What follows belongs to an exercise in optimizing a design on an open flow for small area; a production flow would make more cautious choices.
The RTL was checked by simulation tests, not by an equivalence proof against the original design.
Power and IR drop assume default switching activity. The clock port is modelled as an ideal driver; clocking choices that lean on that would not hold on a real chip.

Design vwi_modem, start of the top module:
module vwi_modem (
    input  logic        clk,
    input  logic        rst,
    input  logic        tick,
    input  logic        rx_in,
    input  logic        cmd_valid,
    input  logic [31:0] cmd_word,
    output logic        cmd_ready,
    output logic        rsp_valid,
    output logic [31:0] rsp_word,
    output logic        tx_out,
    output logic        tx_drive,
    output logic        rx_ready,
    output logic        tx_busy,
    output logic [3:0]  cfg_prescaler_out,
    output logic [15:0] cfg_ticks_out,
    output logic        cfg_ok_out
);
Size: roughly 1100 flip-flops, ~96 I/O pins, about 39000 µm² of cells after synthesis.
Settings: LEC_CHECK=0, CAP_MARGIN=20, CORE_MARGIN=2, CORE_UTILIZATION=70, PLACE_DENSITY=0.8, SLEW_MARGIN=20; clock period 30.0 ns.
standard.sh (not shown) runs the stock make flow with config.mk's settings and CLKGATE_MAP_FILE= SYNTH_SCRIPT=/design/flow/synth_recipe.tcl, a recipe that flattens the netlist after the stock synthesis.
==> flow/flow/run.sh <==
#!/bin/bash
# Own layout flow: the standard flow (standard.sh) with three changes.
#  1. Synthesis: the standard synthesis script, except that ABC maps the
#     logic with an area-oriented script (flow/abc_area.script) instead of
#     ORFS's delay-oriented one. Registers are mapped before ABC runs, so they
#     are the standard synthesis's; this script checks that against a run of
#     the standard synthesis (flow/same_regs.py) and falls back to the
#     standard netlist on any difference.
#  2. Port buffers are sky130_fd_sc_hd__buf_1 (every port still gets one).
#  3. CTS: clkbuf_16 on clusters of up to 30 sinks, without dummy loads.
# Each tool's output goes to its own log file in the work folder.
set -uo pipefail
W=$PWD
RES=$W/orfs/results/sky130hd/vwi_modem/base

# 1a. standard synthesis, kept for reference
bash $W/standard.sh synth > $W/synth_standard.log 2>&1 || exit 1
cp $RES/1_2_yosys.v $W/std_netlist.v
mkdir -p $W/std_results
cp $RES/1_* $W/std_results/

# 1b. synthesis with the area-oriented ABC script
sed "s|^source \$::env(SCRIPTS_DIR)/synth_preamble.tcl|source \$::env(SCRIPTS_DIR)/synth_preamble.tcl\nset abc_args [lreplace \$abc_args 1 1 $W/flow/abc_area.script]|" \
  $FLOW_HOME/scripts/synth.tcl > $W/synth_area_core.tcl
sed "s|source \$::env(SCRIPTS_DIR)/synth.tcl|source $W/synth_area_core.tcl|" \
  $W/synth_recipe.tcl > $W/synth_area.tcl
rm -f $RES/1_2_yosys.v $RES/1_2_yosys.sdc $RES/1_synth.odb $RES/1_synth.sdc
if bash $W/standard.sh SYNTH_SCRIPT=$W/synth_area.tcl synth > $W/synth_area.log 2>&1 \
   && python3 $W/flow/same_regs.py $W/std_netlist.v $RES/1_2_yosys.v > $W/same_regs.log 2>&1; then
  echo "area synthesis used"
else
  echo "area synthesis not used; standard synthesis restored"
  cp $W/std_results/1_* $RES/
fi

# 2, 3. the rest of the standard flow
bash $W/standard.sh \
  "BUFFER_PORTS_ARGS=-buffer_cell sky130_fd_sc_hd__buf_1" \
  "CTS_ARGS=-sink_clustering_enable -repair_clock_nets -buf_list sky130_fd_sc_hd__clkbuf_16 -sink_clustering_size 30 -sink_clustering_max_diameter 100 -dont_use_dummy_load" \
  finish > $W/layout.log 2>&1 || exit 1
test -f $W/out/final.def
Other scripts of this flow, unchanged in this note and not shown: flow/flow/abc_area.script, flow/flow/same_regs.py
Rerun with:
--- a/flow/flow/run.sh
+++ b/flow/flow/run.sh
@@ -9,3 +9,3 @@
 #  2. Port buffers are sky130_fd_sc_hd__buf_1 (every port still gets one).
-#  3. CTS: clkbuf_16 on clusters of up to 30 sinks, without dummy loads.
+#  3. CTS: clkbuf_16 on clusters of up to 25 sinks, without dummy loads.
 # Each tool's output goes to its own log file in the work folder.
@@ -38,3 +38,3 @@
   "BUFFER_PORTS_ARGS=-buffer_cell sky130_fd_sc_hd__buf_1" \
-  "CTS_ARGS=-sink_clustering_enable -repair_clock_nets -buf_list sky130_fd_sc_hd__clkbuf_16 -sink_clustering_size 30 -sink_clustering_max_diameter 100 -dont_use_dummy_load" \
+  "CTS_ARGS=-sink_clustering_enable -repair_clock_nets -buf_list sky130_fd_sc_hd__clkbuf_16 -sink_clustering_size 25 -sink_clustering_max_diameter 100 -dont_use_dummy_load" \
   finish > $W/layout.log 2>&1 || exit 1
--- a/flow/config.mk
+++ b/flow/config.mk
@@ -9,4 +9,4 @@
 export CORE_MARGIN = 2
-export CORE_UTILIZATION = 70
-export PLACE_DENSITY = 0.8
+export CORE_UTILIZATION = 60
+export PLACE_DENSITY = 0.7
 export SLEW_MARGIN = 20
What happened: Total power increases by 2.3%. Global-route usage decreases by 4.6 points. Wire length stays flat.

== indigo ==
vwi_modem, a different RTL version from the one above (not shown whole).
Size: about 3300 cells after synthesis, about 1100 flip-flops, about 96 I/O pins, roughly 39000 um2 of cells after synthesis.
// vwi_modem
module vwi_modem (
    input  logic        clk,
    input  logic        rst,
    input  logic        tick,
    input  logic        rx_in,
    input  logic        cmd_valid,
    input  logic [31:0] cmd_word,
    output logic        cmd_ready,
    output logic        rsp_valid,
    output logic [31:0] rsp_word,
    output logic        tx_out,
    output logic        tx_drive,
    output logic        rx_ready,
    output logic        tx_busy,
    output logic [3:0]  cfg_prescaler_out,
    output logic [15:0] cfg_ticks_out,
    output logic        cfg_ok_out
);
export LEC_CHECK = 0
export CAP_MARGIN = 20
export CORE_MARGIN = 2
export CORE_UTILIZATION = 70
export PLACE_DENSITY = 0.8
export SLEW_MARGIN = 20
create_clock -name core_clock -period 30.0 [get_ports {clk}]
==> flow/flow/run.sh <==
#!/bin/bash
# Own layout flow: the standard flow (standard.sh) with three changes.
#  1. Synthesis: the standard synthesis script, except that ABC maps the
#     logic with an area-oriented script (flow/abc_area.script) instead of
#     ORFS's delay-oriented one. Registers are mapped before ABC runs, so they
#     are the standard synthesis's; this script checks that against a run of
#     the standard synthesis (flow/same_regs.py) and falls back to the
#     standard netlist on any difference.
#  2. Port buffers are sky130_fd_sc_hd__buf_1 (every port still gets one).
#  3. CTS: clkbuf_16 on clusters of up to 30 sinks, without dummy loads.
# Each tool's output goes to its own log file in the work folder.
set -uo pipefail
W=$PWD
RES=$W/orfs/results/sky130hd/vwi_modem/base

# 1a. standard synthesis, kept for reference
bash $W/standard.sh synth > $W/synth_standard.log 2>&1 || exit 1
cp $RES/1_2_yosys.v $W/std_netlist.v
mkdir -p $W/std_results
cp $RES/1_* $W/std_results/

# 1b. synthesis with the area-oriented ABC script
sed "s|^source \$::env(SCRIPTS_DIR)/synth_preamble.tcl|source \$::env(SCRIPTS_DIR)/synth_preamble.tcl\nset abc_args [lreplace \$abc_args 1 1 $W/flow/abc_area.script]|" \
  $FLOW_HOME/scripts/synth.tcl > $W/synth_area_core.tcl
sed "s|source \$::env(SCRIPTS_DIR)/synth.tcl|source $W/synth_area_core.tcl|" \
  $W/synth_recipe.tcl > $W/synth_area.tcl
rm -f $RES/1_2_yosys.v $RES/1_2_yosys.sdc $RES/1_synth.odb $RES/1_synth.sdc
if bash $W/standard.sh SYNTH_SCRIPT=$W/synth_area.tcl synth > $W/synth_area.log 2>&1 \
   && python3 $W/flow/same_regs.py $W/std_netlist.v $RES/1_2_yosys.v > $W/same_regs.log 2>&1; then
  echo "area synthesis used"
else
  echo "area synthesis not used; standard synthesis restored"
  cp $W/std_results/1_* $RES/
fi

# 2, 3. the rest of the standard flow
bash $W/standard.sh \
  "BUFFER_PORTS_ARGS=-buffer_cell sky130_fd_sc_hd__buf_1" \
  "CTS_ARGS=-sink_clustering_enable -repair_clock_nets -buf_list sky130_fd_sc_hd__clkbuf_16 -sink_clustering_size 30 -sink_clustering_max_diameter 100 -dont_use_dummy_load" \
  finish > $W/layout.log 2>&1 || exit 1
test -f $W/out/final.def
==> flow/flow/abc_area.script <==
strash
dc2
dch -f
amap
strash
dc2
dch -f
amap
Other scripts of this flow, unchanged in this note and not shown: flow/flow/same_regs.py
indigo closes out successfully: all stages finished, all timing, DRC and antenna checks passed.
What onyx does differently from indigo at the input level:
diff --git a/flow/flow/run.sh b/flow/flow/run.sh
--- a/flow/flow/run.sh
+++ b/flow/flow/run.sh
@@ -8,5 +8,5 @@
 #     standard netlist on any difference.
 #  2. Port buffers are sky130_fd_sc_hd__buf_1 (every port still gets one).
-#  3. CTS: clkbuf_16 on clusters of up to 30 sinks, without dummy loads.
+#  3. CTS: clkbuf_16 on clusters of up to 28 sinks, without dummy loads.
 # Each tool's output goes to its own log file in the work folder.
 set -uo pipefail
@@ -37,5 +37,5 @@
 bash $W/standard.sh \
   "BUFFER_PORTS_ARGS=-buffer_cell sky130_fd_sc_hd__buf_1" \
-  "CTS_ARGS=-sink_clustering_enable -repair_clock_nets -buf_list sky130_fd_sc_hd__clkbuf_16 -sink_clustering_size 30 -sink_clustering_max_diameter 100 -dont_use_dummy_load" \
+  "CTS_ARGS=-sink_clustering_enable -repair_clock_nets -buf_list sky130_fd_sc_hd__clkbuf_16 -sink_clustering_size 28 -sink_clustering_max_diameter 100 -dont_use_dummy_load" \
   finish > $W/layout.log 2>&1 || exit 1
 test -f $W/out/final.def
==> flow/flow/abc_area.script <==
strash
dc2
dch -f
amap -A 5
strash
dc2
dch -f
amap -A 5
### Flow results
- Between indigo and onyx, the difference in utilization is negligible.
- Cmp indigo and onyx / maximum number of pins on one net before global-route repair / higher: onyx
- indigo and onyx ended up with roughly the same internal power component.
- sky130_fd_sc_hd__nor4_1 as the cell at the slowest stage of the critical path was reported by onyx, and sky130_fd_sc_hd__buf_1 by indigo.
- Post-synthesis to final-layout area growth, indigo and onyx, lower one = indigo.
- Of indigo and onyx, the run reporting the higher worst vdd rail ir drop was indigo.
- When onyx is measured against indigo, its total number of vias turns out 1.2% lower.

-- port drivers added, routing unchanged --
How much do the figures lean on ideal ports? The routed layouts below were timed once more, with nothing changed but the port constraints. Step 1 sets driving cells, clkbuf_16 on the clock port and buf_2 on the other inputs (assumed; they add their load-dependent delay and slew). Step 2 moves the port delays by t, midway between the first and last clock arrival at a register: inputs arrive t later, outputs are due t later. That takes back most of the time a late clock gives input paths. Three values: no drivers, after step 1, after step 2; two values: the first two.
run | t (ns) | setup slack, ns | worst setup path at the end | latest minus earliest clock arrival (ns) | cell pins on the clock port's net
the first run of note 1 | 0.665 | 14.964 / 14.990 / 14.325 | input to register | 0.078 / 0.078 | 1
the second run of note 1 | 0.672 | 15.066 / 15.076 / 14.404 | input to register | 0.091 / 0.091 | 1
indigo | 0.660 | 15.568 / 15.537 / 15.467 | input to register | 0.060 / 0.060 | 1
onyx | 0.672 | 15.619 / 15.585 / 15.370 | input to register | 0.075 / 0.075 | 1
After both steps every run listed still meets setup and hold. For the second run of note 1, which loses most, drivers alone change the setup slack by +0.010 ns; drivers and shift together by -0.662 ns.
